This design comes from an exercise in tuning for small area and a short achievable clock period on the open sky130 flow, not from production work.
In this exercise RTL edits were held to simulation tests only and were not proved equivalent to the original.
Power and IR drop assume default switching activity.

**flow/run.sh**
```bash
#!/bin/bash
# synth_recipe.tcl (not shown) runs the flow's synth.tcl, then flattens the netlist and writes it again
# the make line also repeats each setting of config.mk as NAME=value (left out here)
make -C /OpenROAD-flow-scripts/flow DESIGN_CONFIG=/design/flow/config.mk WORK_HOME=/design/flow/orfs CLKGATE_MAP_FILE= SYNTH_SCRIPT=/design/flow/synth_recipe.tcl finish
```
**flow/config.mk**
```make
export PLATFORM = sky130hd
export DESIGN_NAME = stepper_seq
export DESIGN_NICKNAME = stepper_seq
export VERILOG_FILES = /design/flow/design.v
export SDC_FILE = /design/flow/constraint.sdc
export NUM_CORES = 4
export LEC_CHECK = 0
export CAP_MARGIN = 20
export CORE_MARGIN = 2
export CORE_UTILIZATION = 40
export SLEW_MARGIN = 20
```
**flow/constraint.sdc**
```tcl
create_clock -name core_clock -period 65.0 [get_ports {clk}]
set_input_delay 13.0000 -clock core_clock [delete_from_list [all_inputs] [get_ports {clk}]]
set_output_delay 13.0000 -clock core_clock [all_outputs]
set_load 0.01 [all_outputs]
```
**flow/design.v**
```verilog
module stepper_channel (
    input  wire        clk,
    input  wire [31:0] now,
    input  wire [1:0]  mcode,      
    input  wire        load,       
    output wire        due         
);
    reg [31:0] last;
    wire [31:0] elapsed = now - last;
    wire        hi   = |elapsed[31:13];
    wire        ge5000 = hi | (elapsed[12:0] >= 13'd5000);
    wire        ge2000 = hi | (elapsed[12:0] >= 13'd2000);
    wire        ge1250 = hi | (elapsed[12:0] >= 13'd1250);
    assign due = mcode[1] ? ge1250 : mcode[0] ? ge2000 : ge5000;
    always @(posedge clk)
        if (load) last <= now;
endmodule
module stepper_seq (
    input  wire        clk,
    input  wire        rst,           
    input  wire [31:0] now,           
    input  wire        rx_valid,      
    input  wire [7:0]  rx_byte,
    output wire [7:0]  dig,           
    output wire        ev_valid,      
    output wire [3:0]  ev_code,       
    output wire [2:0]  st_phase0,
    output wire [15:0] st_rate0,
    output wire        st_en0,
    output wire        st_moving0,
    output wire [31:0] st_pos0,
    output wire [2:0]  st_phase1,
    output wire [15:0] st_rate1,
    output wire        st_en1,
    output wire [3:0]  st_preset
);
    localparam [31:0] TIMEOUT = 32'd500000;
    reg  [1:0]  preset;         
    reg         wd_watch;       
    reg  [31:0] wd_last_valid;
    reg         evv, evq;       
    reg         en0, s0, mv0, hm0, sp0, ls0, cp0;
    reg  [1:0]  m0;
    reg  [3:0]  rem0;
    reg  [31:0] q0;
    reg         en1, s1, ls1;
    reg  [1:0]  m1;
    reg  [1:0]  q1;
    wire [31:0] pos = q0 + {{31{ls0 & s0}}, ls0};
    wire [1:0]  ph1 = q1 + {ls1 & s1, ls1};
    wire [7:0] b = rx_byte;
    wire is_fwd   = rx_valid && (b == 8'h77 || b == 8'h57);             
    wire is_rev   = rx_valid && (b == 8'h73 || b == 8'h53);             
    wire is_left  = rx_valid && (b == 8'h61 || b == 8'h41);             
    wire is_right = rx_valid && (b == 8'h64 || b == 8'h44);             
    wire is_stop  = rx_valid && (b == 8'h78 || b == 8'h58 || b == 8'h20);  
    wire is_pre   = rx_valid && (b >= 8'h31 && b <= 8'h33);             
    wire is_query = rx_valid && (b == 8'h3F);                           
    wire is_jogf  = rx_valid && (b == 8'h2B);                           
    wire is_jogr  = rx_valid && (b == 8'h2D);                           
    wire is_home  = rx_valid && (b == 8'h68 || b == 8'h48);             
    wire drive     = is_fwd | is_rev | is_left | is_right;
    wire set_rate  = drive | is_stop;
    wire jog       = is_jogf | is_jogr;
    wire valid_dir = set_rate | is_pre | is_query | jog | is_home;
    wire [31:0] wd_elapsed = now - wd_last_valid;
    wire        wd_trip = wd_watch & ~valid_dir & (wd_elapsed > TIMEOUT);
    wire pos_zero = (pos == 32'd0);
    wire pos_ones = (pos == 32'hFFFFFFFF);
    wire pos_min  = (pos == 32'h80000000);
    wire mv_start = jog | (is_home & ~pos_zero);      
    wire mv_stop  = is_home & pos_zero;               
    wire       en0_d = set_rate ? drive : mv_start ? 1'b1 : mv_stop ? 1'b0 : en0;
    wire       s0_d  = set_rate ? (is_rev | is_left) :
                       mv_start ? (jog ? is_jogr : ~pos[31]) : s0;
    wire [1:0] m0_d  = set_rate ? preset : mv_start ? 2'd1 : m0;
    wire       mv0_d = mv_start | (mv0 & ~set_rate & ~mv_stop);
    wire       new0  = ~en0 & (drive | mv_start);     
    wire at_tgt0 = mv0 & ~set_rate & ~is_home & ~jog &
                   (hm0 ? (sp0 ? pos_ones : pos_zero) : (rem0 == 4'd0));
    wire       en1_d = set_rate ? drive : en1;
    wire       s1_d  = set_rate ? (is_rev | is_right) : s1;
    wire [1:0] m1_d  = set_rate ? preset : m1;
    wire       new1  = ~en1 & drive;
    wire due0, due1;
    wire tick0 = en0_d & ~wd_trip & ~new0 & due0;
    wire tick1 = en1_d & ~wd_trip & ~new1 & due1;
    wire done0 = tick0 & at_tgt0;
    wire step0 = tick0 & ~at_tgt0;
    wire step1 = tick1;
    stepper_channel u_t0 (.clk(clk), .now(now), .mcode(m0_d),
                          .load(new0 | step0), .due(due0));
    stepper_channel u_t1 (.clk(clk), .now(now), .mcode(m1_d),
                          .load(new1 | step1), .due(due1));
    wire [3:0] rem0_b = jog ? 4'd10 : rem0;
    always @(posedge clk) begin
        if (rst) begin
            preset   <= 2'd0;
            wd_watch <= 1'b0;
            evv      <= 1'b0;
            en0      <= 1'b0;
            mv0      <= 1'b0;
            ls0      <= 1'b0;
            q0       <= 32'd0;
            en1      <= 1'b0;
            ls1      <= 1'b0;
            q1       <= 2'd0;
        end else begin
            if (is_pre)
                preset <= {b[1] & b[0], b[1] & ~b[0]};
            wd_watch <= valid_dir | (wd_watch & ~wd_trip);
            evv      <= is_query | wd_trip;
            en0      <= en0_d & ~wd_trip & ~done0;
            mv0      <= mv0_d & ~wd_trip & ~done0;
            ls0      <= step0;
            q0       <= pos;
            en1      <= en1_d & ~wd_trip;
            ls1      <= step1;
            q1       <= ph1;
        end
        if (valid_dir)
            wd_last_valid <= now;
        evq  <= is_query;
        cp0  <= done0;
        s0   <= s0_d;
        m0   <= m0_d;
        s1   <= s1_d;
        m1   <= m1_d;
        if (mv_start) begin
            hm0 <= is_home;
            sp0 <= pos_min;
        end
        rem0 <= step0 ? rem0_b - 4'd1 : rem0_b;
    end
    reg [3:0] pat0;
    always @(*) begin
        case (pos[2:0])
            3'd0: pat0 = 4'h1;
            3'd1: pat0 = 4'h3;
            3'd2: pat0 = 4'h2;
            3'd3: pat0 = 4'h6;
            3'd4: pat0 = 4'h4;
            3'd5: pat0 = 4'hC;
            3'd6: pat0 = 4'h8;
            default: pat0 = 4'h9;
        endcase
    end
    wire [3:0] pat1 = 4'h1 << ph1;
    assign dig = {en1 ? pat1 : 4'h0, en0 ? pat0 : 4'h0};
    assign ev_valid = evv;
    assign ev_code  = {1'b0, evq, ~evq, ~evq};
    function [15:0] rate_val(input en, input s, input [1:0] m);
        reg [15:0] mag;
        begin
            mag = m[1] ? 16'd800 : m[0] ? 16'd500 : 16'd200;
            rate_val = ~en ? 16'd0 : s ? (~mag + 16'd1) : mag;
        end
    endfunction
    assign st_pos0    = q0;
    assign st_phase0  = q0[2:0];
    assign st_en0     = en0 | cp0;
    assign st_moving0 = mv0 | cp0;
    assign st_rate0   = rate_val(en0 | cp0, s0, m0);
    assign st_phase1  = {1'b0, q1};
    assign st_en1     = en1;
    assign st_rate1   = rate_val(en1, s1, m1);
    assign st_preset  = {2'b00, preset};
endmodule
```
==> results of run 1 <==
==> worst max-delay path, cell delays in order <==
cell             delay [ps]
clkdlybuf4s50_1         750
ha_1                    300
nor2b_1                 120
o21a_1                  170
o21ai_1                 450
a21o_1                  270
a21oi_1                 130
a31o_2                  300
a21boi_1                160
xnor2_1                  90
or4_1                   530
or4_1                   500
nor4_1                  310
a41oi_1                 210
a22o_1                  260
buf_4                   260
==> kinds of logic after synthesis <==
family          after synthesis  share of synthesized area (%)
mux                          21                           1.56
simple gates                603                           23.2
xor+xnor                    111                           7.18
fa+ha+maj                   102                           9.60
compound gates              444                           21.8
other cells                   1                         0.0277
flops                       153                           30.0
buf+inv                     217                           6.64
==> registers in the layout, indices dropped and copies added (netlist names), 2 cells and up <==
| name | cells |
|---|---|
| m0 | 2 |
| m1 | 2 |
| preset | 2 |
| q0 | 32 |
| q1 | 2 |
| rem0 | 4 |
| u_t0.last | 32 |
| u_t1.last | 32 |
| wd_last_valid | 32 |
==> final cells by class <==
class,count,share of cell area (%)
Multi-Input combinational cell,1289,55.2
Sequential cell,153,26.1
Timing Repair Buffer,132,8.47
Tap cell,448,3.59
Inverter,127,3.06
Clock buffer,18,2.75
Clock inverter,14,0.874
==> through the flow <==
step | setup WS [ps] | power (mW) | area [µm²]
floorplan | 47100 | 0.155 | 13600
global placement | 46910 | 0.172 | 15000
detailed placement | 46800 | 0.172 | 15000
CTS | 47270 | 0.272 | 15600
global route | 46850 | 0.284 | 15600
finish | 47310 | 0.270 | 15600
==> final timing paths <==
path,to,depth (start not counted),startpoint,slack (ps)
hold reg to reg,wd_watch$_SDFF_PP0_,2,wd_watch$_SDFF_PP0_,470
setup / recovery,u_t1.last[6]$_DFFE_PP_,16,now[1],47310
setup reg to reg,u_t0.last[8]$_DFFE_PP_,18,s0$_DFFE_PP_,59240
hold / removal,wd_watch$_SDFF_PP0_,2,wd_watch$_SDFF_PP0_,470
==> per-layer routing <==
layer	vias to the layer above	global-route usage (%)	wire length, µm
li1	6184	-	-
met1	5863	25.9	16500
met2	342	36.5	18100
met3	55	3.56	1630
met4	0	6.57	760
met5	-	0	0
==> power by group through the flow <==
stage	Clock, mW	Sequential, mW	Combinational [mW]
detailed placement	0	0.111	0.0617
floorplan	0	0.110	0.0453
global route	0.105	0.109	0.0696
global placement	0	0.111	0.0612
finish	0.0990	0.109	0.0625
CTS	0.102	0.109	0.0621
==> placed cells by master (no fill, tap or decap), types with 7 or more instances in the layout <==
| cell type | count |
|---|---|
| ha_1 | 99 |
| o21ai_0 | 89 |
| o21bai_1 | 8 |
| nor3_1 | 33 |
| nand4_1 | 45 |
| or3_1 | 17 |
| clkdlybuf4s50_1 | 124 |
| o31a_1 | 7 |
| buf_4 | 7 |
| and3_1 | 23 |
| a211oi_1 | 15 |
| and4_1 | 7 |
| xnor2_1 | 56 |
| o31ai_1 | 9 |
| o211ai_1 | 13 |
| nand2_1 | 121 |
| mux2i_1 | 20 |
| o21a_1 | 26 |
| a21o_1 | 41 |
| xor2_1 | 55 |
| a32oi_1 | 7 |
| or4_1 | 9 |
| nand3b_1 | 9 |
| inv_1 | 126 |
| conb_1 | 8 |
| nand3_1 | 61 |
| nor4_1 | 21 |
| nor2_1 | 138 |
| and2_1 | 21 |
| a21oi_1 | 113 |
| edfxtp_1 | 100 |
| nor2b_1 | 35 |
| dfxtp_1 | 53 |
| o2111ai_1 | 7 |
| nand2b_1 | 18 |
| clkbuf_16 | 17 |
| a21boi_0 | 8 |
| or2_2 | 13 |
| a31oi_1 | 24 |
| nor3b_1 | 7 |
==> impl_results.md, run 1 <==
- Min-delay worst type: reg2reg
- Sw Pwr: 0.0844 mW
- Cts hold-fix bufs: 0
- TritonCTS clock tree: built
- Max Transition Viols Final: 0
- Fin nets: between 1500 and 2000
- Combinational share of power: between 20% and 30%
- Clk buf depth: 2
- Sequential cell area: approximately 4100 µm²
- Sw Ratio: 31.2%
- Antenna cell count: 0
- Hold_ws: 472 ps
- Final cell count without fillers: 2181
- H-tree depth: 4
- Worst slew margin: roughly 45%
- Clock Power Share: 36.6%
- Postcts setup bufs: 0
- Async set-reset flop share out of synthesis: 0%
- Rows: 67
- Iteration count of the initial detailed-routing pass: 5
- Vias after detailed routing: 12400
- Placed Cells: roughly 2100
- Clock latency on the worst-skew pair: about 460 ps
- RSZ-0062 raised after global routing: no
- Largest net degree at the start of global routing: 42
- Die ar.: about 35000 µm²
- Die Width: between 150 and 200 µm
- Largest area contributor in the netlist: edfxtp_1
- # fillers: between 3000 and 4000
- Starting Density: between 40% and 50%
- Crit-path max FO: 32
- Post-synth EDFFs: 100
- Peak VDD IR: ~18 µV
- Fin crit share: 27.2%
- Vias in the first global route: approximately 12000
- Root Driver: clkbuf_16
- Slew @ Worst Pin: about 810 ps
- Main flop type after synthesis: edfxtp_1
- Initial antenna violation count: 0
- Vias per std cell: ~5.7
- Worst-path clk slew: 70 ps
- PwrDens: ~17 nW/µm²
- Largest cells by area after synthesis: edfxtp_1 (22%), ha_1 (9.2%), dfxtp_1 (7.8%), a21oi_1 (4.2%), nor2_1 (3.8%)
- Area of the core: 33400 µm²
- GPL Wtd Cong: a little over 0.9
- Seq pwr share: 40.2%
- CP Data Required Time: about 65000 ps
- CP Launch Type: primary input
- Yosys cell types: 86
- Area delta synth->final: 15.2%
- Internal: roughly 0.19 mW
- Final HPWL DP: 28600 µm
- Multi-input gate area: roughly 8600 µm²
- Die Y: ~190 µm
- Post-CTS Resized: 0
- DRC violation count after routing: 0
- Layout cells sized above 1: around 4.1%
- CP arrival: 17860 ps
- Minimum clock period after layout: roughly 18000 ps
- Status: timing/DRC/antenna clean
- Top post-synthesis cells by count: nor2_1 (138), inv_1 (126), nand2_1 (121)
- First-pass GRT wire length: roughly 60000 µm
- Setup violations, final: 0
- Synth Register Bits: approximately 150
- Cts bufs inserted: 17
- Setup Skew: around 13 ps
- Final ANT Viol Nets: 0
- Synthesized area: around 14000 µm²
- Overall Global Routing Usage: around a fifth
- Total routed wirelength: approximately 37000 µm
- Most numerous cell in the Yosys netlist: nor2_1
- Clock sink total: ~150
- GR Overflow Total: 0
- Num ports: between 100 and 150
- Routed WL per cell: around 17 µm
- Initial DRC count: 894
- Cell count after synthesis: 1652
- Final Hold Fails: 0
- Buffers added on ports: between 100 and 150
- Avg Cell Area, Syn: 8.19 µm²
- Peak Freq: 56.5 MHz
- Register area share after synthesis: a little under a third
- LEAKAGE: 6.25 nW
- YS warnings: 2
- Crit. End Element: flop
- Max_cap viols: 0
- Crit Path Class: in2reg
- Setup_tns: 0 ps
- Synth top area share: 22.2%
- Final core occ: a little under half
==> inputs of run 2 (changes only) <==
--- a/flow/design.v
+++ b/flow/design.v
@@ -6,14 +6,36 @@
     output wire        due         
 );
     reg [31:0] last;
-    wire [31:0] elapsed = now - last;
-    wire        hi   = |elapsed[31:13];
-    wire        ge5000 = hi | (elapsed[12:0] >= 13'd5000);
-    wire        ge2000 = hi | (elapsed[12:0] >= 13'd2000);
-    wire        ge1250 = hi | (elapsed[12:0] >= 13'd1250);
-    assign due = mcode[1] ? ge1250 : mcode[0] ? ge2000 : ge5000;
+    wire [12:0] y;
+    wire        hz;
+    wsub_split #(.LO(13)) u_w (.a(now), .b(last), .lo(y), .hi_zero(hz));
+    wire lt5000 = hz & (y < 13'd5000);
+    wire lt2000 = hz & (y < 13'd2000);
+    wire lt1250 = hz & (y < 13'd1250);
+    assign due = ~(mcode[1] ? lt1250 : mcode[0] ? lt2000 : lt5000);
     always @(posedge clk)
         if (load) last <= now;
+endmodule
+module wsub_split #(
+    parameter LO = 13
+) (
+    input  wire [31:0]   a,
+    input  wire [31:0]   b,
+    output wire [LO-1:0] lo,
+    output wire          hi_zero
+);
+    localparam HI = 32 - LO;
+    wire [LO:0] dl = {1'b0, a[LO-1:0]} - {1'b0, b[LO-1:0]};
+    assign lo = dl[LO-1:0];
+    wire borrow = dl[LO];
+    wire [HI-1:0] ah = a[31:LO], bh = b[31:LO];
+    wire [HI-1:0] f;
+    assign f[0] = ah[0] ^ bh[0] ^ borrow;
+    genvar i;
+    generate for (i = 1; i < HI; i = i + 1) begin : g_hi
+        assign f[i] = ah[i] ^ bh[i] ^ (bh[i-1] & ~ah[i-1]);
+    end endgenerate
+    assign hi_zero = ~|f;
 endmodule
 module stepper_seq (
     input  wire        clk,
@@ -46,7 +68,14 @@
     reg         en1, s1, ls1;
     reg  [1:0]  m1;
     reg  [1:0]  q1;
-    wire [31:0] pos = q0 + {{31{ls0 & s0}}, ls0};
+    wire [32:0] pc;
+    wire [31:0] pos;
+    assign pc[0] = ls0;
+    genvar gi;
+    generate for (gi = 0; gi < 32; gi = gi + 1) begin : g_pos
+        assign pos[gi]  = q0[gi] ^ pc[gi];
+        assign pc[gi+1] = pc[gi] & (q0[gi] ^ s0);
+    end endgenerate
     wire [1:0]  ph1 = q1 + {ls1 & s1, ls1};
     wire [7:0] b = rx_byte;
     wire is_fwd   = rx_valid && (b == 8'h77 || b == 8'h57);             
@@ -63,8 +92,10 @@
     wire set_rate  = drive | is_stop;
     wire jog       = is_jogf | is_jogr;
     wire valid_dir = set_rate | is_pre | is_query | jog | is_home;
-    wire [31:0] wd_elapsed = now - wd_last_valid;
-    wire        wd_trip = wd_watch & ~valid_dir & (wd_elapsed > TIMEOUT);
+    wire [18:0] wd_lo;
+    wire        wd_hz;
+    wsub_split #(.LO(19)) u_wd (.a(now), .b(wd_last_valid), .lo(wd_lo), .hi_zero(wd_hz));
+    wire        wd_trip = wd_watch & ~valid_dir & ~(wd_hz & (wd_lo <= TIMEOUT[18:0]));
     wire pos_zero = (pos == 32'd0);
     wire pos_ones = (pos == 32'hFFFFFFFF);
     wire pos_min  = (pos == 32'h80000000);
==> run 2 against run 1 <==
Still clean on timing, DRC and antenna. Sequential share of layout area is 3.1 points higher. Global-route usage is 1.3 points lower. Die area is 12% lower.
==> impl_results.md, run 2 <==
- DRC violation count after routing: 0 (unchanged)
- Die Y: 176 µm (-6.2%)
- Cts hold-fix bufs: 0 (unchanged)
- Synth top area share: 25.3% (+3.1 points)
- Cell count after synthesis: 1322 (-20%)
- Largest area contributor in the netlist: edfxtp_1
- Final cell count without fillers: 1801 (-17%)
- Layout cells sized above 1: 5.46% (+1.4 points)
- CP max stage cell: o31ai_4
- Most frequent cells in the layout: clkdlybuf4s50_1 (124), nor2_1 (115), edfxtp_1 (100)
- Slew @ Worst Pin: 962 ps (+147 ps)
- Largest net degree at the start of global routing: 74 (+76%)
- Starting Density: 40.4% (-0.095 points)
- Highest routed layer: met4
- Area of the core: 29400 µm² (-12%)
- Crit Path Class: in2reg
- Main flop type after synthesis: edfxtp_1
- Fin crit share: 27.1% (-0.11 points)
- Worst hold path depth: 2 (unchanged)
- Initial DRC count: 749 (-16%)
- H-tree depth: 4 (unchanged)
- Peak VDD IR: 14.2 µV (-22%)
- Area delta synth->final: 17.4%
- Vias in the first global route: 9285 (-21%)
- YS warnings: 2 (unchanged)
- Routed WL per cell: 16.6 µm (-2.2%)
- Final HPWL DP: 22100 µm (-23%)
- Crit. End Element: flop
- Peak Freq: 56.7 MHz (+0.39%)
- Largest stage delay on the critical path: 890 ps (+140 ps)
- Minimum clock period after layout: 17630 ps (-68.9 ps)
- Setup Skew: 17.2 ps (+4.17 ps)
- Worst slew margin: 35.9% (-9.2 points)
- Initial antenna violation count: 0 (unchanged)
- Avg Cell Area, Syn: 8.98 µm² (+9.6%)
- Total routed wirelength: 29900 µm (-19%)
- Die ar.: 31100 µm² (-12%)
- Synthesized area: 11900 µm² (-12%)
- Register area share after synthesis: 34.2% (+4.2 points)
- Setup violations, final: 0 (unchanged)
- CP Launch Type: primary input
- Fin worst setup slack: 47370 ps (+68.9 ps)
- Iteration count of the initial detailed-routing pass: 5 (unchanged)
- Crit-path max FO: 18 (-44%)
- Dpl cell area: 13300 µm² (-11%)
- Dpl ws: 46910 ps (+107 ps)
- GPL Wtd Cong: 0.874 (-5.5%)
- Placed Cells: 1769 (-18%)
- Setup_tns: 0 ps (unchanged)
- RSZ-0062 raised after global routing: no
- Commonest non-fill, non-tap cell in the layout: clkdlybuf4s50_1
- GR Overflow Total: 0 (unchanged)
- Wire length on met1: 14200 µm (-14%)
- Clock latency on the worst-skew pair: 450 ps (about the same)
- TritonCTS clock tree: built
- Die Width: 176 µm (-6.2%)
- Num ports: 133 (unchanged)
- Fin nets: 1539 (-17%)
- Worst-path clk slew: 70 ps (about the same)
- R2r worst-path depth: 12 (-6)
- Antenna cell count: 0 (unchanged)
- Rows: 63 (-6.0%)
- Max Transition Viols Final: 0 (unchanged)
- Buffers added on ports: 124 (unchanged)
- Max_cap viols: 0 (unchanged)
- Largest cells by area after synthesis: edfxtp_1 (25%), ha_1 (10%), dfxtp_1 (8.9%), xnor2_1 (6.2%), nor2_1 (3.6%)
- Post-CTS Resized: 0 (unchanged)
- Post-synth EDFFs: 100 (unchanged)
- Clock sink total: 153 (unchanged)
- PwrDens: 18.6 nW/µm² (+7.7%)
- Synth Register Bits: 153 (unchanged)
- Postcts setup bufs: 0 (unchanged)
- LEAKAGE: 5.18 nW (-17%)
- Async set-reset flop share out of synthesis: 0% (unchanged)
- Vias after detailed routing: 9982 (-20%)
- Status: timing/DRC/antenna clean
- Final core occ: 47.4% (+0.75 points)
- First-pass GRT wire length: 48500 µm (-19%)
- Clk buf depth: 2 (unchanged)
- DR WL met3: 1700 µm (+3.9%)
- Cell Chain, Critical Path: clkdlybuf4s50_1 -> ha_1 -> a2111oi_0 -> a22oi_1 -> and3_1 -> nor4_1 -> and3_1 -> o211ai_1 -> nor4bb_1 -> o21bai_1 -> o211ai_2 -> o31ai_4 -> buf_4
- Final ANT Viol Nets: 0 (unchanged)
- Met2 WL: 13500 µm (-26%)
- Root Driver: clkbuf_16
- CP Data Required Time: 65120 ps (-50 ps)
- Cts bufs inserted: 17 (unchanged)
- CP arrival: 17750 ps (-110 ps)
- Yosys cell types: 89 (+3.5%)
- Overall Global Routing Usage: 19.5% (-1.3 points)
- Most numerous cell in the Yosys netlist: nor2_1
- Top post-synthesis cells by count: nor2_1 (115), edfxtp_1 (100), ha_1 (95)
- Vias per std cell: 5.54 (-2.9%)
- Most frequent CP cell: and3_1
- Post-route cell area: 13900 µm² (-11%)
- Min-delay worst type: reg2reg
- Final Hold Fails: 0 (unchanged)
## run 2: logic make-up after synthesis
group                      synth area share [%]
AOI/OAI and AO/OA                          16.4
and+or+nand+nor                            22.2
adders and majority gates                  10.5
xor gates and xnor gates                   9.30
muxes                                      1.14
other                                    0.0316
buffers and inverters                      6.21
DFF                                        34.2
## run 2: final cells by class
cell class,instances,area (µm²)
well taps,390,488
repair buffers,131,1290
clock buffers,19,453
fillers,2789,15500
multi-input cells,1001,7130
flip-flops and latches,153,4060
inverters,94,353
clock inverters,13,153
## run 2: worst paths after layout
| check | start | end | slack [ps] |
|---|---|---|---|
| setup / recovery | now[12] | u_t0.last[21]$_DFFE_PP_ | 47370 |
| hold / removal | wd_watch$_SDFF_PP0_ | wd_watch$_SDFF_PP0_ | 460 |
| setup reg to reg | s0$_DFFE_PP_ | u_t0.last[21]$_DFFE_PP_ | 58750 |
| hold reg to reg | wd_watch$_SDFF_PP0_ | wd_watch$_SDFF_PP0_ | 460 |
## run 2: metal layers
metal,vias up,GRT usage (%)
li1,4956,-
met4,0,5.37
met5,-,0
met3,31,3.62
met2,288,31.3
met1,4707,27.0
## run 2: power breakdown
| group | internal [mW] | leakage [nW] | total, mW | switching (mW) |
|---|---|---|---|---|
| registers | 0.107 | 1.33 | 0.109 | 0.00227 |
| logic | 0.0197 | 3.55 | 0.0461 | 0.0265 |
| clock network | 0.0568 | 0.300 | 0.104 | 0.0476 |
| total | 0.183 | 5.18 | 0.260 | 0.0763 |
## run 2: through the flow
| step | hold slack (ps) | power [mW] |
|---|---|---|
| finish | 462 | 0.260 |
| detailed placement | 454 | 0.157 |
| floorplan | 437 | 0.144 |
| global placement | 442 | 0.156 |
| CTS | 464 | 0.263 |
| global route | 503 | 0.272 |
## run 2: critical path: cells and delay by family
| kind | cells | cell delay (ps) |
|---|---|---|
| adder cells (fa/ha/maj) | 1 | 410 |
| buffers and inverters | 2 | 960 |
| AO/OA/AOI/OAI | 6 | 2500 |
| AND/OR/NAND/NOR | 4 | 880 |
==> inputs of run 3 (changes only) <==
--- a/flow/config.mk
+++ b/flow/config.mk
@@ -7,5 +7,7 @@
 export LEC_CHECK = 0
 export CAP_MARGIN = 20
 export CORE_MARGIN = 2
-export CORE_UTILIZATION = 40
+export CORE_UTILIZATION = 65
+export CTS_BUF_LIST = sky130_fd_sc_hd__clkbuf_4 sky130_fd_sc_hd__clkbuf_8
+export PLACE_DENSITY = 0.75
 export SLEW_MARGIN = 20
==> run 3 against run 2 <==
Sequential share of layout area is 0.74 points higher. First-iteration DRC count fell by 12%. Still clean. Critical path depth did not move. Critical endpoint is now u_t1.last[6]$_DFFE_PP_. Register-to-register slack better by 580 ps. Routed wire length shrank 5.5%. Die area is 38% lower. Combinational power hardly changed. Synthesized cell count did not move.
==> impl_results.md, run 3 <==
- Clk buf depth: 2 (unchanged)
- Clock latency on the worst-skew pair: 470 ps (+20 ps)
- GPL Wtd Cong: 0.902 (+3.2%)
- GR Overflow Total: 0 (unchanged)
- Setup violations, final: 0 (unchanged)
- Combinational share of power: 19.1% (+1.3 points)
- Clock Power Share: 35.6% (-4.6 points)
- Avg Cell Area, Syn: 8.98 µm² (unchanged)
- Synth Register Bits: 153 (unchanged)
- Min-delay worst type: reg2reg
- Largest area contributor in the netlist: edfxtp_1
- CP arrival: 17700 ps (-50 ps)
- Largest net degree at the start of global routing: 74 (unchanged)
- H-tree depth: 4 (unchanged)
- Max Transition Viols Final: 0 (unchanged)
- CP max stage cell: nor4bb_1
- Setup Skew: 22.5 ps (+5.35 ps)
- Num ports: 133 (unchanged)
- RSZ-0062 raised after global routing: no
- CP Data Required Time: 65190 ps (+70 ps)
- Post-CTS Resized: 0 (unchanged)
- Most frequent cells in the layout: clkdlybuf4s50_1 (124), nor2_1 (115), edfxtp_1 (100)
- Synthesized area: 11900 µm² (unchanged)
- Antenna cell count: 0 (unchanged)
- Most numerous cell in the Yosys netlist: nor2_1
- Clock sink total: 153 (unchanged)
- DRC violation count after routing: 0 (unchanged)
- Async set-reset flop share out of synthesis: 0% (unchanged)
- PnR Total Power: 0.241 mW (-7.1%)
- Post-synth EDFFs: 100 (unchanged)
- Rows: 49 (-22%)
- Buffers added on ports: 124 (unchanged)
- Total routed wirelength: 28200 µm (-5.5%)
- Yosys cell types: 89 (unchanged)
- Layout cells sized above 1: 5.39% (-0.071 points)
- Initial DRC count: 657 (-12%)
- Main flop type after synthesis: edfxtp_1
- Final ANT Viol Nets: 0 (unchanged)
- Cts bufs inserted: 17 (unchanged)
- Final HPWL DP: 20700 µm (-6.3%)
- Max_cap viols: 0 (unchanged)
- Sw Pwr: 0.0676 mW (-11%)
- Crit Path Class: in2reg
- Fin nets: 1539 (unchanged)
- Internal: 0.174 mW (-5.3%)
- Top post-synthesis cells by count: nor2_1 (115), edfxtp_1 (100), ha_1 (95)
- Slew @ Worst Pin: 871 ps (-90.6 ps)
- First-pass GRT wire length: 47100 µm (-2.9%)
- Vias in the first global route: 9596 (+3.3%)
- Setup_tns: 0 ps (unchanged)
- Commonest non-fill, non-tap cell in the layout: clkdlybuf4s50_1
- Most frequent CP cell: nor2_1
- Area of the core: 18000 µm² (-39%)
- Register area share after synthesis: 34.2% (unchanged)
- Vias after detailed routing: 10200 (+2.1%)
- Cell count after synthesis: 1322 (unchanged)
- Status: timing/DRC/antenna clean
- Postcts setup bufs: 0 (unchanged)
- Seq pwr share: 45.3% (+3.2 points)
- Crit-path max FO: 24 (+6)
- Final Hold Fails: 0 (unchanged)
- Die ar.: 19400 µm² (-38%)
- Largest cells by area after synthesis: edfxtp_1 (25%), ha_1 (10%), dfxtp_1 (8.9%), xnor2_1 (6.2%), nor2_1 (3.6%)
- Area delta synth->final: 14.5%
- Vias per std cell: 6.21 (+12%)
- Synth top area share: 25.3% (unchanged)
- Die Width: 139 µm (-21%)
- Peak Freq: 57.1 MHz (+0.65%)
- Iteration count of the initial detailed-routing pass: 5 (unchanged)
- Cts hold-fix bufs: 0 (unchanged)
- YS warnings: 2 (unchanged)
- Worst slew margin: 41.5% (+5.7 points)
- Starting Density: 66.1% (+26 points)
- TritonCTS clock tree: built
- Sw Ratio: 28.0% (-1.4 points)
- LEAKAGE: 5.10 nW (-1.4%)
- Worst-path clk slew: 80 ps (about the same)
- Fin crit share: 26.9% (-0.17 points)
- Cell Chain, Critical Path: clkdlybuf4s50_1 -> ha_1 -> o21a_1 -> a21boi_0 -> o31a_1 -> o21ai_0 -> or3b_2 -> a311oi_1 -> nor4bb_1 -> nor2_1 -> nor2_1 -> o32ai_4 -> buf_4
- CP Launch Type: primary input
- Crit. End Element: flop
- Routed WL per cell: 17.2 µm (+3.8%)
- Hold_ws: 472 ps (+9.78 ps)
- Overall Global Routing Usage: 29.5% (+10 points)
- Initial antenna violation count: 0 (unchanged)
- Die Y: 139 µm (-21%)
- Peak VDD IR: 15.5 µV (+9.2%)
- Largest stage delay on the critical path: 680 ps (-210 ps)
- PwrDens: 17.8 nW/µm² (-4.7%)
- Minimum clock period after layout: 17510 ps (-113 ps)
- Root Driver: clkbuf_8
==> run 3: power groups by stage <==
stage	Combinational (mW)	Clock, mW	Sequential, mW
finish	0.0461	0.0859	0.109
global placement	0.0439	0	0.111
floorplan	0.0327	0	0.111
global route	0.0510	0.0900	0.110
detailed placement	0.0452	0	0.111
CTS	0.0457	0.0869	0.109
==> run 3: stage by stage <==
stage          instance area (µm²)  setup WS [ps]  std cells  utilization (%)
6_report                     13600          47490       1640             75.6
3_5_place_dp                 13100          47200       1608             73.1
4_1_cts                      13600          47660       1640             75.6
3_3_place_gp                 13100          47340       1608             73.1
2_1_floorplan                11900          46650       1329                -
5_1_grt                      13600          47220       1640             75.6
==> run 3: cell type report <==
| class | instances | area (µm²) |
|---|---|---|
| clock buffers | 19 | 249 |
| well taps | 229 | 287 |
| clock inverters | 13 | 215 |
| inverters | 94 | 353 |
| multi-input cells | 1001 | 7130 |
| flip-flops and latches | 153 | 4060 |
| repair buffers | 131 | 1290 |
| fillers | 1347 | 4380 |
==> run 3: cells by family (layout without fill, tap and decap cells) <==
kind of cell	after synthesis	count (layout)	share of synthesized area [%]
AO/OA/AOI/OAI	281	281	16.4
XOR/XNOR	126	126	9.30
adder cells (fa/ha/maj)	98	98	10.5
buffers and inverters	175	257	6.21
flip-flops	153	153	34.2
multiplexers	12	12	1.14
other	1	8	0.0316
AND/OR/NAND/NOR	476	476	22.2
==> run 3: metal layers <==
metal,up-vias,wire length (µm),track usage (%)
met5,-,0,0
met4,0,547,8.56
met3,51,1710,5.01
met2,368,13500,50.3
met1,4817,12500,38.9
li1,4951,-,-
==> run 3: worst paths after layout <==
path / startpoint / to / slack (ps) / cells past startpoint
worst max-delay path: now[2] / u_t1.last[6]$_DFFE_PP_ / 47490 / 13
worst min-delay path: wd_watch$_SDFF_PP0_ / wd_watch$_SDFF_PP0_ / 470 / 2
worst max register to register: s0$_DFFE_PP_ / u_t0.last[6]$_DFFE_PP_ / 59330 / 12
worst min register to register: wd_watch$_SDFF_PP0_ / wd_watch$_SDFF_PP0_ / 470 / 2
==> run 3: critical path, delay by kind of cell <==
kind / cells / cell delay, ps
buffers and inverters: 2 / 870
and+or+nand+nor: 4 / 1680
AOI/OAI and AO/OA: 6 / 1730
adders and majority gates: 1 / 420
==> inputs of run 4 (changes only) <==
==> flow/flow/run.sh (new file) <==
#!/bin/bash
# The standard layout, with the port buffers made of the smallest buffer cell
# (buffer_ports otherwise picks sky130_fd_sc_hd__clkdlybuf4s50_1).
set -euo pipefail
export BUFFER_PORTS_ARGS="-buffer_cell sky130_fd_sc_hd__buf_1"
bash standard.sh > standard.log 2>&1
==> flow/standard.sh (new file) <==
#!/bin/bash
# synth_recipe.tcl (not shown) runs the flow's synth.tcl, then flattens the netlist and writes it again
# the make line also repeats each setting of config.mk as NAME=value (left out here)
make -C /OpenROAD-flow-scripts/flow DESIGN_CONFIG=/design/flow/config.mk WORK_HOME=/design/flow/orfs CLKGATE_MAP_FILE= SYNTH_SCRIPT=/design/flow/synth_recipe.tcl "${@:-finish}"
--- a/flow/config.mk
+++ b/flow/config.mk
@@ -5,6 +5,7 @@
 export SDC_FILE = /design/flow/constraint.sdc
 export NUM_CORES = 4
 export LEC_CHECK = 0
+export ABC_AREA = 1
 export CAP_MARGIN = 20
 export CORE_MARGIN = 2
 export CORE_UTILIZATION = 65
removed: flow/run.sh
==> run 4 against run 3 <==
Setup slack improved by 720 ps. Area after synthesis decreased by 12%. Critical path depth increased by 7. Via count decreased by 15%. Critical endpoint is now u_t0.last[15]$_DFFE_PP_. First-iteration DRC count decreased by 26%. Register-to-register slack improved by 960 ps. Sequential share of layout area increased by 5.3 points. Still clean on timing, DRC and antenna. Routed wire length decreased by 19%. Clock power decreased by 4.8%. Global-route usage decreased by 2.7 points. Final cell count decreased by 1.6%. Synthesized cell count decreased by 4.6%.
==> impl_results.md, run 4 <==
- Register area share after synthesis: 38.7% (+4.5 points)
- Clock sink total: 153 (unchanged)
- Main flop type after synthesis: edfxtp_1
- Area of the core: 15800 µm² (-12%)
- Most numerous cell in the Yosys netlist: inv_1
- Worst-path clk slew: 80 ps (about the same)
- Min-delay worst type: reg2reg
- CP Data Required Time: 65110 ps (-80 ps)
- Area delta synth->final: 9.82%
- Cts bufs inserted: 17 (unchanged)
- Final core occ: 72.8% (-2.8 points)
- Internal: 0.167 mW (-3.6%)
- Starting Density: 66.3% (+0.24 points)
- Cell count after synthesis: 1261 (-4.6%)
- PwrDens: 20.6 nW/µm² (+16%)
- Avg Cell Area, Syn: 8.32 µm² (-7.3%)
- Post-synth EDFFs: 100 (unchanged)
- Top post-synthesis cells by count: inv_1 (224), nand2_1 (223), nor2_1 (110)
- Buffers added on ports: 124 (unchanged)
- Crit-path max FO: 32 (+33%)
- Cts hold-fix bufs: 0 (unchanged)
- Largest net degree at the start of global routing: 42 (-43%)
- Final ANT Viol Nets: 0 (unchanged)
- Num ports: 133 (unchanged)
- Initial DRC count: 486 (-26%)
- Synth top area share: 28.6% (+3.3 points)
- First-pass GRT wire length: 36000 µm (-24%)
- H-tree depth: 4 (unchanged)
- GPL Wtd Cong: 0.896 (-0.69%)
- Overall Global Routing Usage: 26.9% (-2.7 points)
- Layout cells sized above 1: 5.94% (+0.55 points)
- Seq pwr share: 46.3% (+1.0 points)
- Iteration count of the initial detailed-routing pass: 5 (unchanged)
- Clk buf depth: 2 (unchanged)
- Sw Pwr: 0.0699 mW (+3.3%)
- Max_cap viols: 0 (unchanged)
- Hold_ws: 476 ps (+3.94 ps)
- GR Overflow Total: 0 (unchanged)
- Slew @ Worst Pin: 920 ps (+48.9 ps)
- DRC violation count after routing: 0 (unchanged)
- Status: timing/DRC/antenna clean
- Max Transition Viols Final: 0 (unchanged)
- Postcts setup bufs: 0 (unchanged)
- Async set-reset flop share out of synthesis: 0% (unchanged)
- Commonest non-fill, non-tap cell in the layout: inv_1
- Vias after detailed routing: 8609 (-15%)
- R2R setup slack: 60290 ps (+960 ps)
- Largest area contributor in the netlist: edfxtp_1
- Clock latency on the worst-skew pair: 470 ps (about the same)
- Clock Power Share: 34.5% (-1.1 points)
- Total routed wirelength: 22800 µm (-19%)
- Die ar.: 17200 µm² (-11%)
- Root Driver: clkbuf_8
- Post-CTS Resized: 0 (unchanged)
- Fin nets: 1526 (-0.84%)
- Final Hold Fails: 0 (unchanged)
- Antenna cell count: 0 (unchanged)
- Setup Skew: 16.1 ps (-6.42 ps)
- Peak VDD IR: 14.5 µV (-6.2%)
- Final HPWL DP: 17200 µm (-17%)
- LEAKAGE: 5.32 nW (+4.3%)
- CP arrival: 16900 ps (-800 ps)
- Rows: 46 (-6.1%)
- Yosys cell types: 53 (-40%)
- Fin crit share: 25.8% (-1.1 points)
- Vias in the first global route: 7913 (-18%)
- Die Y: 131 µm (-5.8%)
- Crit Path Class: in2reg
- CP Launch Type: primary input
- TritonCTS clock tree: built
- RSZ-0062 raised after global routing: no
- Worst slew margin: 38.6% (-2.9 points)
- Routed WL per cell: 14.1 µm (-18%)
- Setup violations, final: 0 (unchanged)
- Vias per std cell: 5.33 (-14%)
- PnR Total Power: 0.237 mW (-1.7%)
- Initial antenna violation count: 0 (unchanged)
- Die Width: 131 µm (-5.8%)
- Largest cells by area after synthesis: edfxtp_1 (29%), ha_1 (11%), dfxtp_1 (10%), inv_1 (8.0%), nand2_1 (8.0%)
- Minimum clock period after layout: 16790 ps (-723 ps)
- Sw Ratio: 29.4% (+1.4 points)
- Setup_tns: 0 ps (unchanged)
- Crit. End Element: flop
- YS warnings: 2 (unchanged)
- Combinational share of power: 19.3% (+0.2 points)
- Synth Register Bits: 153 (unchanged)
- Most frequent cells in the layout: inv_1 (224), nand2_1 (223), buf_1 (123)
- Peak Freq: 59.6 MHz (+4.3%)
- Synthesized area: 10500 µm² (-12%)
[run 4: changes by cell type after synthesis, sizes merged, moves of 15 or more]
cell and change:
nand2 +164, inv +134, xnor2 -58, clkbuf -42, nand3 +40, xor2 +34, nand4 +28, nor2b -26
nand2b -25, nor3 -20, or3 -20, o211ai -16, and3 -15
[run 4: final cells by class]
| class | count | area (µm²) |
|---|---|---|
| clock buffers | 17 | 234 |
| inverters | 227 | 857 |
| fillers | 1319 | 4300 |
| clock inverters | 15 | 213 |
| repair buffers | 128 | 497 |
| multi-input cells | 858 | 5390 |
| flip-flops and latches | 153 | 4060 |
| well taps | 216 | 270 |
[run 4: cell families (layout without fill, tap and decap cells)]
family                     Yosys count  count (layout)  synth area share (%)
other                                1               8                0.0357
adders and majority gates           98              98                  11.9
DFF                                153             153                  38.7
and+or+nand+nor                    519             519                  23.5
buffers and inverters              257             387                  10.2
AOI/OAI and AO/OA                  131             131                  7.14
xor gates and xnor gates           102             102                  8.58
[run 4: metal layers]
metal / GRT usage (%) / vias to the layer above / share of wire (%)
li1: - / 4390 / -
met1: 34.3 / 3923 / 45
met2: 45.5 / 256 / 47
met3: 5.03 / 40 / 6.0
met4: 10.2 / 0 / 2.3
met5: 0 / - / 0
[run 4: worst paths after layout]
kind | from | to | cells after the start
setup / recovery | now[1] | u_t0.last[15]$_DFFE_PP_ | 20
hold / removal | wd_watch$_SDFF_PP0_ | wd_watch$_SDFF_PP0_ | 2
setup reg to reg | s0$_DFFE_PP_ | u_t0.last[15]$_DFFE_PP_ | 24
hold reg to reg | wd_watch$_SDFF_PP0_ | wd_watch$_SDFF_PP0_ | 2
[run 4: metrics by stage]
| stage | cell area [µm²] | setup WS, ps | cells |
|---|---|---|---|
| global placement | 11100 | 47910 | 1582 |
| floorplan | 10500 | 48220 | 1268 |
| detailed placement | 11100 | 47740 | 1582 |
| CTS | 11500 | 48230 | 1614 |
| global route | 11500 | 47870 | 1614 |
| finish | 11500 | 48210 | 1614 |
[run 4: critical path, cell delays in order]
cell and delay, ps:
buf_1 250, inv_1 190, fa_1 480, inv_1 80
a31oi_1 140, o21ai_0 290, a31oi_1 190, o21bai_1 280
a21oi_1 130, xnor2_1 200, nand3_1 110, nand3b_1 160
nand2_1 70, nand2_1 70, nand2_1 180, nand3_1 220
nor2_8 200, nand3_4 120, nand2_1 90, buf_4 420
[run 4: power by group through the flow]
stage	Clock [mW]	Sequential, mW	Combinational [mW]
2_1_floorplan	0	0.112	0.0345
3_3_place_gp	0	0.112	0.0440
3_5_place_dp	0	0.112	0.0449
4_1_cts	0.0829	0.110	0.0457
5_1_grt	0.0864	0.110	0.0520
6_report	0.0818	0.110	0.0457
==> inputs of run 5 (changes only) <==
--- a/flow/design.v
+++ b/flow/design.v
@@ -1,41 +1,45 @@
+module tick_delta (
+    input  wire [31:0] now,
+    input  wire [31:0] prev,
+    output wire [18:0] d,
+    output wire        z13, o13,
+    output wire        z19, o19
+);
+    wire [19:0] dl = {1'b0, now[18:0]} - {1'b0, prev[18:0]};
+    assign d = dl[18:0];
+    wire borrow = dl[19];
+    wire [12:0] a = now[31:19], p = prev[31:19];
+    wire [12:0] fz, fo;
+    assign fz[0] = a[0] ^ p[0] ^ borrow;
+    assign fo[0] = ~(a[0] ^ p[0] ^ borrow);
+    genvar i;
+    generate for (i = 1; i < 13; i = i + 1) begin : g_hi
+        assign fz[i] = a[i] ^ p[i] ^ (p[i-1] & ~a[i-1]);
+        assign fo[i] = a[i] ^ p[i] ^ (a[i-1] & ~p[i-1]);
+    end endgenerate
+    assign z19 = ~|fz;
+    assign o19 = ~|fo;
+    assign z13 = z19 & ~|d[18:13];
+    assign o13 = o19 & (&d[18:13]);
+endmodule
 module stepper_channel (
     input  wire        clk,
-    input  wire [31:0] now,
+    input  wire [12:0] d,          
+    input  wire        z13,        
+    input  wire        o13,        
     input  wire [1:0]  mcode,      
     input  wire        load,       
     output wire        due         
 );
-    reg [31:0] last;
-    wire [12:0] y;
-    wire        hz;
-    wsub_split #(.LO(13)) u_w (.a(now), .b(last), .lo(y), .hi_zero(hz));
-    wire lt5000 = hz & (y < 13'd5000);
-    wire lt2000 = hz & (y < 13'd2000);
-    wire lt1250 = hz & (y < 13'd1250);
+    reg [12:0] elapsed;
+    wire [13:0] t = {1'b0, elapsed} + {1'b0, d};
+    wire        in_win = t[13] ? o13 : z13;     
+    wire lt5000 = in_win & (t[12:0] < 13'd5000);
+    wire lt2000 = in_win & (t[12:0] < 13'd2000);
+    wire lt1250 = in_win & (t[12:0] < 13'd1250);
     assign due = ~(mcode[1] ? lt1250 : mcode[0] ? lt2000 : lt5000);
     always @(posedge clk)
-        if (load) last <= now;
-endmodule
-module wsub_split #(
-    parameter LO = 13
-) (
-    input  wire [31:0]   a,
-    input  wire [31:0]   b,
-    output wire [LO-1:0] lo,
-    output wire          hi_zero
-);
-    localparam HI = 32 - LO;
-    wire [LO:0] dl = {1'b0, a[LO-1:0]} - {1'b0, b[LO-1:0]};
-    assign lo = dl[LO-1:0];
-    wire borrow = dl[LO];
-    wire [HI-1:0] ah = a[31:LO], bh = b[31:LO];
-    wire [HI-1:0] f;
-    assign f[0] = ah[0] ^ bh[0] ^ borrow;
-    genvar i;
-    generate for (i = 1; i < HI; i = i + 1) begin : g_hi
-        assign f[i] = ah[i] ^ bh[i] ^ (bh[i-1] & ~ah[i-1]);
-    end endgenerate
-    assign hi_zero = ~|f;
+        elapsed <= load ? 13'd0 : t[12:0];
 endmodule
 module stepper_seq (
     input  wire        clk,
@@ -59,7 +63,8 @@
     localparam [31:0] TIMEOUT = 32'd500000;
     reg  [1:0]  preset;         
     reg         wd_watch;       
-    reg  [31:0] wd_last_valid;
+    reg  [18:0] wd_elapsed;     
+    reg  [31:0] now_prev;       
     reg         evv, evq;       
     reg         en0, s0, mv0, hm0, sp0, ls0, cp0;
     reg  [1:0]  m0;
@@ -92,10 +97,13 @@
     wire set_rate  = drive | is_stop;
     wire jog       = is_jogf | is_jogr;
     wire valid_dir = set_rate | is_pre | is_query | jog | is_home;
-    wire [18:0] wd_lo;
-    wire        wd_hz;
-    wsub_split #(.LO(19)) u_wd (.a(now), .b(wd_last_valid), .lo(wd_lo), .hi_zero(wd_hz));
-    wire        wd_trip = wd_watch & ~valid_dir & ~(wd_hz & (wd_lo <= TIMEOUT[18:0]));
+    wire [18:0] dt;
+    wire        z13, o13, z19, o19;
+    tick_delta u_dt (.now(now), .prev(now_prev), .d(dt),
+                     .z13(z13), .o13(o13), .z19(z19), .o19(o19));
+    wire [19:0] wd_t     = {1'b0, wd_elapsed} + {1'b0, dt};
+    wire        wd_small = wd_t[19] ? o19 : z19;    
+    wire        wd_trip  = wd_watch & ~valid_dir & ~(wd_small & (wd_t[18:0] <= TIMEOUT[18:0]));
     wire pos_zero = (pos == 32'd0);
     wire pos_ones = (pos == 32'hFFFFFFFF);
     wire pos_min  = (pos == 32'h80000000);
@@ -119,9 +127,9 @@
     wire done0 = tick0 & at_tgt0;
     wire step0 = tick0 & ~at_tgt0;
     wire step1 = tick1;
-    stepper_channel u_t0 (.clk(clk), .now(now), .mcode(m0_d),
+    stepper_channel u_t0 (.clk(clk), .d(dt[12:0]), .z13(z13), .o13(o13), .mcode(m0_d),
                           .load(new0 | step0), .due(due0));
-    stepper_channel u_t1 (.clk(clk), .now(now), .mcode(m1_d),
+    stepper_channel u_t1 (.clk(clk), .d(dt[12:0]), .z13(z13), .o13(o13), .mcode(m1_d),
                           .load(new1 | step1), .due(due1));
     wire [3:0] rem0_b = jog ? 4'd10 : rem0;
     always @(posedge clk) begin
@@ -149,8 +157,8 @@
             ls1      <= step1;
             q1       <= ph1;
         end
-        if (valid_dir)
-            wd_last_valid <= now;
+        now_prev   <= now;
+        wd_elapsed <= valid_dir ? 19'd0 : wd_t[18:0];
         evq  <= is_query;
         cp0  <= done0;
         s0   <= s0_d;
==> run 5 against run 4 <==
Still clean. Hold slack improved by 3.1 ps. Area after synthesis fell by 9.1%. Die area fell by 8.8%.
==> impl_results.md, run 5 <==
- Setup_tns: 0 ps (unchanged)
- Most numerous cell in the Yosys netlist: nand2_1
- Post-CTS Resized: 0 (unchanged)
- YS warnings: 2 (unchanged)
- Post-synthesis mux area share: 0% (unchanged)
- Worst slew margin: 35.5% (-3.1 points)
- LEAKAGE: 5.22 nW (-1.9%)
- Num ports: 133 (unchanged)
- Area of the core: 14400 µm² (-8.9%)
- Crit-path max FO: 13 (-59%)
- Iteration count of the initial detailed-routing pass: 7 (+2)
- Largest family of logic cells by synthesized area: simple AND/OR/NAND/NOR gates
- Fin crit share: 26.7% (+0.88 points)
- Peak Freq: 57.6 MHz (-3.3%)
- Largest stage delay on the critical path: 360 ps (-120 ps)
- Overall Global Routing Usage: 26.4% (-0.49 points)
- PwrDens: 40.6 nW/µm² (+97%)
- Yosys cell types: 50 (-5.7%)
- R2R setup slack: 60030 ps (-260 ps)
- Max_cap viols: 0 (unchanged)
- Clk buf depth: 2 (unchanged)
- Cts hold-fix bufs: 0 (unchanged)
- Status: timing/DRC/antenna clean
- Total routed wirelength: 20200 µm (-11%)
- Async set-reset flop share out of synthesis: 0% (unchanged)
- Main flop type after synthesis: dfxtp_1
- Worst-path clk slew: 70 ps (about the same)
- Postcts setup bufs: 0 (unchanged)
- H-tree depth: 4 (unchanged)
- Clock latency on the worst-skew pair: 460 ps (about the same)
- Starting Density: 66.2% (-0.16 points)
- Initial DRC count: 481 (-1.0%)
- Die Width: 125 µm (-4.5%)
- Fin nets: 1582 (+3.7%)
- Setup Skew: 17.9 ps (+1.77 ps)
- Routed WL per cell: 12.3 µm (-13%)
- DRC violation count after routing: 0 (unchanged)
- Biggest regs: now_prev: 32 flops, q0: 32 flops, wd_elapsed: 19 flops
- Cell count after synthesis: 1325 (+5.1%)
- Setup violations, final: 0 (unchanged)
- Buffers added on ports: 124 (unchanged)
- Antenna cell count: 0 (unchanged)
- Vias after detailed routing: 8533 (-0.88%)
- Crit. End Element: flop
- Largest net degree at the start of global routing: 44 (+4.8%)
- Adder-cell area share of the yosys netlist: 12.9% (+1.0 points)
- Clock sink total: 134 (-12%)
- Final core occ: 73.2% (+0.33 points)
- Post-Synth Simple-Gate Area: 28.9% (+5.4 points)
- Avg Cell Area, Syn: 7.20 µm² (-13%)
- GPL Wtd Cong: 0.893 (-0.28%)
- Minimum clock period after layout: 17360 ps (+572 ps)
- CP Data Required Time: 65330 ps (+220 ps)
- Largest cells by area after synthesis: dfxtp_1 (27%), ha_1 (12%), nand2_1 (9.1%), inv_1 (8.5%), nor2_1 (6.5%)
- Cts bufs inserted: 17 (unchanged)
- Synth Register Bits: 134 (-12%)
- Largest area contributor in the netlist: dfxtp_1
- GR Overflow Total: 0 (unchanged)
- Synth top area share: 27.3% (-1.3 points)
- TritonCTS clock tree: built
- Initial antenna violation count: 0 (unchanged)
- First-pass GRT wire length: 34600 µm (-4.0%)
- Min-delay worst type: reg2reg
- RSZ-0062 raised after global routing: no
- Vias in the first global route: 7914 (+0.013%)
- Hold_ws: 479 ps (+3.10 ps)
- CP max stage cell: xor2_1
- Rows: 44 (-4.3%)
- Post-synth EDFFs: 4 (-96%)
- Layout cells sized above 1: 5.98% (+0.038 points)
- Die ar.: 15700 µm² (-8.8%)
- Max Transition Viols Final: 0 (unchanged)
- Final Hold Fails: 0 (unchanged)
- Synthesized area: 9540 µm² (-9.1%)
- Commonest non-fill, non-tap cell in the layout: nand2_1
- Post-Synth XOR/XNOR Area: 8.81% (+0.23 points)
- Most frequent CP cell: nand2_1
- Die Y: 125 µm (-4.5%)
- Register area share after synthesis: 28.5% (-10 points)
- Top post-synthesis cells by count: nand2_1 (231), inv_1 (217), nor2_1 (165)
- Root Driver: clkbuf_8
- Vias per std cell: 5.20 (-2.5%)
- Final HPWL DP: 15900 µm (-7.9%)
- Crit Path Class: in2reg
- CP Launch Type: primary input
- Post-synthesis compound-gate area fraction: 9.70% (+2.6 points)
- Peak VDD IR: 20.7 µV (+42%)
- Most frequent cells in the layout: nand2_1 (231), inv_1 (217), nor2_1 (165)
- CP arrival: 17690 ps (+790 ps)
- Area delta synth->final: 10.6%
- Final ANT Viol Nets: 0 (unchanged)
- Slew @ Worst Pin: 967 ps (+46.5 ps)
[run 5: changes by cell type in the layout (fill, tap and decap cells not counted), sizes merged, moves of 4 or more]
cell    change
nand4      -20
nand2      +10
inv        -11
o211ai      +6
xnor2       +7
xor2       -13
o21bai      +5
or2         -4
a21oi      +29
nor2       +67
a31oi       -5
dfxtp      +77
edfxtp     -96
[run 5: where the power goes]
group          internal [mW]  switching (mW)  total, mW
combinational         0.0904           0.138      0.228
clock                 0.0548          0.0337     0.0884
sequential             0.104         0.00826      0.112
total                  0.249           0.180      0.428
[run 5: critical path, delay by kind of cell]
family	cells	cell delay, ps
AO/OA/AOI/OAI	7	1100
XOR/XNOR	2	550
adder cells (fa/ha/maj)	3	790
buffers and inverters	4	340
AND/OR/NAND/NOR	17	1900
[run 5: layout make-up]
cell class                 count  area, µm²
clock buffer                  20        256
fill                        1224       3870
sequential                   134       2720
inverter                     221        832
multi-input combinational    944       5790
tap                          184        230
timing repair buffer         125        474
clock inverter                12        250
[run 5: metal layers]
| metal | part of all wire (%) | up-vias | wire length [µm] | GRT usage (%) |
|---|---|---|---|---|
| met5 | 0 | - | 0 | 0 |
| met3 | 3.8 | 37 | 766 | 4.45 |
| li1 | - | 4475 | - | - |
| met2 | 47 | 199 | 9500 | 45.3 |
| met4 | 1.9 | 0 | 391 | 9.28 |
| met1 | 47 | 3822 | 9500 | 33.6 |
[run 5: final timing paths]
| kind | from | to | cells past startpoint |
|---|---|---|---|
| setup / recovery | now[0] | u_t0.elapsed[3]$_SDFF_PP0_ | 33 |
| hold / removal | wd_watch$_SDFF_PP0_ | wd_watch$_SDFF_PP0_ | 2 |
| setup reg to reg | now_prev[0]$_DFF_P_ | u_t0.elapsed[3]$_SDFF_PP0_ | 31 |
| hold reg to reg | wd_watch$_SDFF_PP0_ | wd_watch$_SDFF_PP0_ | 2 |
[run 5: cell families after synthesis]
kind of cell,Yosys count
compound gates,164
xor+xnor,96
fa+ha+maj,96
buf+inv,254
flops,134
other cells,1
simple gates,580
[run 5: metrics by stage]
step	cells	setup WS [ps]	cell area [µm²]	power (mW)
floorplan	1332	48030	9570	0.298
global placement	1608	47470	10000	0.333
detailed placement	1608	47270	10000	0.339
CTS	1640	47750	10600	0.429
global route	1640	47170	10600	0.467
finish	1640	47640	10600	0.428
==> inputs of run 6 (changes only) <==
--- a/flow/design.v
+++ b/flow/design.v
@@ -1,45 +1,68 @@
-module tick_delta (
-    input  wire [31:0] now,
-    input  wire [31:0] prev,
-    output wire [18:0] d,
-    output wire        z13, o13,
-    output wire        z19, o19
-);
-    wire [19:0] dl = {1'b0, now[18:0]} - {1'b0, prev[18:0]};
-    assign d = dl[18:0];
-    wire borrow = dl[19];
-    wire [12:0] a = now[31:19], p = prev[31:19];
-    wire [12:0] fz, fo;
-    assign fz[0] = a[0] ^ p[0] ^ borrow;
-    assign fo[0] = ~(a[0] ^ p[0] ^ borrow);
+module hi_step #(
+    parameter LO = 13
+) (
+    input  wire [31:LO] now_hi,
+    input  wire [31:LO] prev_hi,
+    output wire         eq0,
+    output wire         eqp,      
+    output wire         eqm       
+);
+    localparam W = 32 - LO;
+    wire [W-1:0] x = now_hi ^ prev_hi;
+    wire [W-1:0] ones, zeros;       
     genvar i;
-    generate for (i = 1; i < 13; i = i + 1) begin : g_hi
-        assign fz[i] = a[i] ^ p[i] ^ (p[i-1] & ~a[i-1]);
-        assign fo[i] = a[i] ^ p[i] ^ (a[i-1] & ~p[i-1]);
+    generate for (i = 0; i < W; i = i + 1) begin : g_pre
+        if (i == 0) begin : g0
+            assign ones[i]  = 1'b1;
+            assign zeros[i] = 1'b1;
+        end else begin : gi
+            assign ones[i]  = &prev_hi[LO+i-1:LO];
+            assign zeros[i] = ~|prev_hi[LO+i-1:LO];
+        end
     end endgenerate
-    assign z19 = ~|fz;
-    assign o19 = ~|fo;
-    assign z13 = z19 & ~|d[18:13];
-    assign o13 = o19 & (&d[18:13]);
+    assign eq0 = ~|x;
+    assign eqp = ~|(x ^ ones);
+    assign eqm = ~|(x ^ zeros);
+endmodule
+module lo_diff #(
+    parameter LO = 13
+) (
+    input  wire [LO-1:0] now_lo,
+    input  wire [LO-1:0] last_lo,
+    input  wire          dh,
+    input  wire          eq0, eqp, eqm,
+    output wire [LO-1:0] y,
+    output wire          b,         
+    output wire          in_win     
+);
+    wire [LO:0] d = {1'b0, now_lo} - {1'b0, last_lo};
+    assign y = d[LO-1:0];
+    assign b = d[LO];
+    assign in_win = (b == dh) ? eq0 : b ? eqp : eqm;
 endmodule
 module stepper_channel (
     input  wire        clk,
-    input  wire [12:0] d,          
-    input  wire        z13,        
-    input  wire        o13,        
-    input  wire [1:0]  mcode,      
-    input  wire        load,       
-    output wire        due         
-);
-    reg [12:0] elapsed;
-    wire [13:0] t = {1'b0, elapsed} + {1'b0, d};
-    wire        in_win = t[13] ? o13 : z13;     
-    wire lt5000 = in_win & (t[12:0] < 13'd5000);
-    wire lt2000 = in_win & (t[12:0] < 13'd2000);
-    wire lt1250 = in_win & (t[12:0] < 13'd1250);
+    input  wire [12:0] now_lo,
+    input  wire        eq0, eqp, eqm,  
+    input  wire [1:0]  mcode,          
+    input  wire        load,           
+    output wire        due             
+);
+    reg [12:0] last_lo;
+    reg        dh;
+    wire [12:0] y;
+    wire        b, in_win;
+    lo_diff #(.LO(13)) u_d (.now_lo(now_lo), .last_lo(last_lo), .dh(dh),
+                            .eq0(eq0), .eqp(eqp), .eqm(eqm),
+                            .y(y), .b(b), .in_win(in_win));
+    wire lt5000 = in_win & (y < 13'd5000);
+    wire lt2000 = in_win & (y < 13'd2000);
+    wire lt1250 = in_win & (y < 13'd1250);
     assign due = ~(mcode[1] ? lt1250 : mcode[0] ? lt2000 : lt5000);
-    always @(posedge clk)
-        elapsed <= load ? 13'd0 : t[12:0];
+    always @(posedge clk) begin
+        if (load) last_lo <= now_lo;
+        dh <= ~load & b;
+    end
 endmodule
 module stepper_seq (
     input  wire        clk,
@@ -63,8 +86,9 @@
     localparam [31:0] TIMEOUT = 32'd500000;
     reg  [1:0]  preset;         
     reg         wd_watch;       
-    reg  [18:0] wd_elapsed;     
-    reg  [31:0] now_prev;       
+    reg  [18:0] wd_last_lo;     
+    reg         wd_dh;          
+    reg  [31:13] now_prev;      
     reg         evv, evq;       
     reg         en0, s0, mv0, hm0, sp0, ls0, cp0;
     reg  [1:0]  m0;
@@ -97,13 +121,17 @@
     wire set_rate  = drive | is_stop;
     wire jog       = is_jogf | is_jogr;
     wire valid_dir = set_rate | is_pre | is_query | jog | is_home;
-    wire [18:0] dt;
-    wire        z13, o13, z19, o19;
-    tick_delta u_dt (.now(now), .prev(now_prev), .d(dt),
-                     .z13(z13), .o13(o13), .z19(z19), .o19(o19));
-    wire [19:0] wd_t     = {1'b0, wd_elapsed} + {1'b0, dt};
-    wire        wd_small = wd_t[19] ? o19 : z19;    
-    wire        wd_trip  = wd_watch & ~valid_dir & ~(wd_small & (wd_t[18:0] <= TIMEOUT[18:0]));
+    wire        c_eq0, c_eqp, c_eqm, w_eq0, w_eqp, w_eqm;
+    hi_step #(.LO(13)) u_hc (.now_hi(now[31:13]), .prev_hi(now_prev[31:13]),
+                             .eq0(c_eq0), .eqp(c_eqp), .eqm(c_eqm));
+    hi_step #(.LO(19)) u_hw (.now_hi(now[31:19]), .prev_hi(now_prev[31:19]),
+                             .eq0(w_eq0), .eqp(w_eqp), .eqm(w_eqm));
+    wire [18:0] wd_y;
+    wire        wd_b, wd_in;
+    lo_diff #(.LO(19)) u_wd (.now_lo(now[18:0]), .last_lo(wd_last_lo), .dh(wd_dh),
+                             .eq0(w_eq0), .eqp(w_eqp), .eqm(w_eqm),
+                             .y(wd_y), .b(wd_b), .in_win(wd_in));
+    wire        wd_trip = wd_watch & ~valid_dir & ~(wd_in & (wd_y <= TIMEOUT[18:0]));
     wire pos_zero = (pos == 32'd0);
     wire pos_ones = (pos == 32'hFFFFFFFF);
     wire pos_min  = (pos == 32'h80000000);
@@ -127,9 +155,11 @@
     wire done0 = tick0 & at_tgt0;
     wire step0 = tick0 & ~at_tgt0;
     wire step1 = tick1;
-    stepper_channel u_t0 (.clk(clk), .d(dt[12:0]), .z13(z13), .o13(o13), .mcode(m0_d),
+    stepper_channel u_t0 (.clk(clk), .now_lo(now[12:0]),
+                          .eq0(c_eq0), .eqp(c_eqp), .eqm(c_eqm), .mcode(m0_d),
                           .load(new0 | step0), .due(due0));
-    stepper_channel u_t1 (.clk(clk), .d(dt[12:0]), .z13(z13), .o13(o13), .mcode(m1_d),
+    stepper_channel u_t1 (.clk(clk), .now_lo(now[12:0]),
+                          .eq0(c_eq0), .eqp(c_eqp), .eqm(c_eqm), .mcode(m1_d),
                           .load(new1 | step1), .due(due1));
     wire [3:0] rem0_b = jog ? 4'd10 : rem0;
     always @(posedge clk) begin
@@ -157,8 +187,10 @@
             ls1      <= step1;
             q1       <= ph1;
         end
-        now_prev   <= now;
-        wd_elapsed <= valid_dir ? 19'd0 : wd_t[18:0];
+        now_prev <= now[31:13];
+        if (valid_dir)
+            wd_last_lo <= now[18:0];
+        wd_dh <= ~valid_dir & wd_b;
         evq  <= is_query;
         cp0  <= done0;
         s0   <= s0_d;
==> run 6 against run 5 <==
Largest cell class unchanged. Sequential cell count down 10. Critical path type unchanged. Sequential power down 22%. Area after synthesis up 0.10%. Critical endpoint is now u_t0.last_lo[7]$_DFFE_PP_. Still clean.
==> impl_results.md, run 6 <==
- CP Buf/Inv Count: 3 (-1)
- Synth Register Bits: 124 (-7.5%)
- Antenna cell count: 0 (unchanged)
- Async set-reset flop share out of synthesis: 0% (unchanged)
- Die Width: 125 µm (about the same)
- Area delta synth->final: 9.94%
- Postcts setup bufs: 0 (unchanged)
- Overall Global Routing Usage: 28.1% (+1.8 points)
- Status: timing/DRC/antenna clean
- Buffers added on ports: 124 (unchanged)
- Min-delay worst type: reg2reg
- Layout cells sized above 1: 5.47% (-0.50 points)
- Minimum clock period after layout: 16610 ps (-750 ps)
- LEAKAGE: 4.97 nW (-4.9%)
- Clock sink total: 124 (-7.5%)
- Fin worst setup slack: 48390 ps (+750 ps)
- Combinational share of power: 22.1% (-31 points)
- Vias per std cell: 5.29 (+1.7%)
- Max Transition Viols Final: 0 (unchanged)
- Area of the core: 14400 µm² (unchanged)
- Peak VDD IR: 13.0 µV (-37%)
- Die Y: 125 µm (about the same)
- CP top delay family: simple AND/OR/NAND/NOR gates
- Clk buf depth: 2 (unchanged)
- Seq pwr share: 42.7% (+17 points)
- Num ports: 133 (unchanged)
- Avg Cell Area, Syn: 6.90 µm² (-4.2%)
- Synthesized area: 9550 µm² (+0.10%)
- Internal: 0.141 mW (-43%)
- Cell count after synthesis: 1384 (+4.5%)
- Post-synth EDFFs: 49 (+45)
- CP max stage cell: fa_1
- CP arrival: 16730 ps (-960 ps)
- Setup violations, final: 0 (unchanged)
- H-tree depth: 4 (unchanged)
- Total routed wirelength: 21500 µm (+6.4%)
- Final Hold Fails: 0 (unchanged)
- Vias in the first global route: 8271 (+4.5%)
- PwrDens: 19.5 nW/µm² (-52%)
- Clock latency on the worst-skew pair: 460 ps (about the same)
- Largest area contributor in the netlist: dfxtp_1
- Worst-path clk slew: 70 ps (about the same)
- TritonCTS clock tree: built
- Slew @ Worst Pin: 1010 ps (+40.8 ps)
- Sw Ratio: 31.1% (-11 points)
- Starting Density: 66.2% (+0.069 points)
- Initial antenna violation count: 0 (unchanged)
- Root Driver: clkbuf_8
- GR Overflow Total: 0 (unchanged)
[run 6: metrics by stage]
| step | utilization [%] | instance area (µm²) |
|---|---|---|
| floorplan | - | 9580 |
| global placement | 69.9 | 10100 |
| detailed placement | 69.9 | 10100 |
| CTS | 72.8 | 10500 |
| global route | 72.8 | 10500 |
| finish | 72.8 | 10500 |
[run 6: final timing paths]
kind	to	start	slack (ps)	cells after the start
max	u_t0.last_lo[7]$_DFFE_PP_	now[1]	48390	19
min	wd_watch$_SDFF_PP0_	wd_watch$_SDFF_PP0_	460	2
max reg2reg	u_t0.last_lo[7]$_DFFE_PP_	s0$_DFFE_PP_	60250	22
min reg2reg	wd_watch$_SDFF_PP0_	wd_watch$_SDFF_PP0_	460	2
[run 6: cells by family after synthesis]
group | share of synthesized area, %
AO/OA/AOI/OAI | 10.5
AND/OR/NAND/NOR | 30.9
other | 0.0393
adder cells (fa/ha/maj) | 6.78
buffers and inverters | 13.0
flip-flops | 31.1
XOR/XNOR | 7.61
[run 6: final cells by class]
cell class	count	area (µm²)	share of cell area [%]
Inverter	278	1050	9.96
Tap cell	184	230	2.19
Clock buffer	23	310	2.95
Multi-Input combinational cell	958	5360	51.0
Sequential cell	124	2970	28.3
Clock inverter	9	109	1.04
Timing Repair Buffer	125	474	4.52
[run 6: tightest hold or removal path, delay by kind of cell, from the launching register on]
family	cells	cell delay, ps
and+or+nand+nor	1	60
AOI/OAI and AO/OA	1	50
DFF	1	310
[run 6: per-layer routing]
| metal | share of wire [%] | GRT usage, % | wire (µm) | vias to the layer above |
|---|---|---|---|---|
| li1 | - | - | - | 4681 |
| met3 | 5.5 | 5.05 | 1180 | 33 |
| met4 | 1.7 | 8.37 | 374 | 0 |
| met5 | 0 | 0 | 0 | - |
| met1 | 46 | 37.7 | 9930 | 4035 |
| met2 | 46 | 46.9 | 9970 | 248 |
[run 6: power groups by stage]
stage	combinational [mW]	clock, mW	sequential, mW
finish	0.0452	0.0720	0.0871
global route	0.0514	0.0758	0.0877
CTS	0.0450	0.0730	0.0871
detailed placement	0.0444	0	0.0889
global placement	0.0437	0	0.0889
floorplan	0.0351	0	0.0883

==> separate check: timing with driven ports <==
In the flow no input, the clock included, has a driving cell. The finished layouts below were timed again as built, in two steps.
Step 1, drivers: a clkbuf_16 drives clk and a buf_2 each remaining input, both assumed.
Step 2, shift: input delay + t, output delay - t, t = (earliest + latest rising clock arrival at the registers) / 2. This alone moves slack from input paths to output paths.
Slacks: ideal ports / drivers / drivers and shift; pairs: ideal ports / drivers.
run	shift t [ns]	slack for setup (ns)
run 1	0.504	47.306 / 47.337 / 46.834
run 2	0.487	47.375 / 47.401 / 46.914
run 3	0.505	47.488 / 47.509 / 47.004
run 4	0.501	48.212 / 48.225 / 47.724
run 5	0.486	47.640 / 47.656 / 47.170
run 6	0.488	48.390 / 48.409 / 47.920
After both steps every run listed still meets setup and hold.
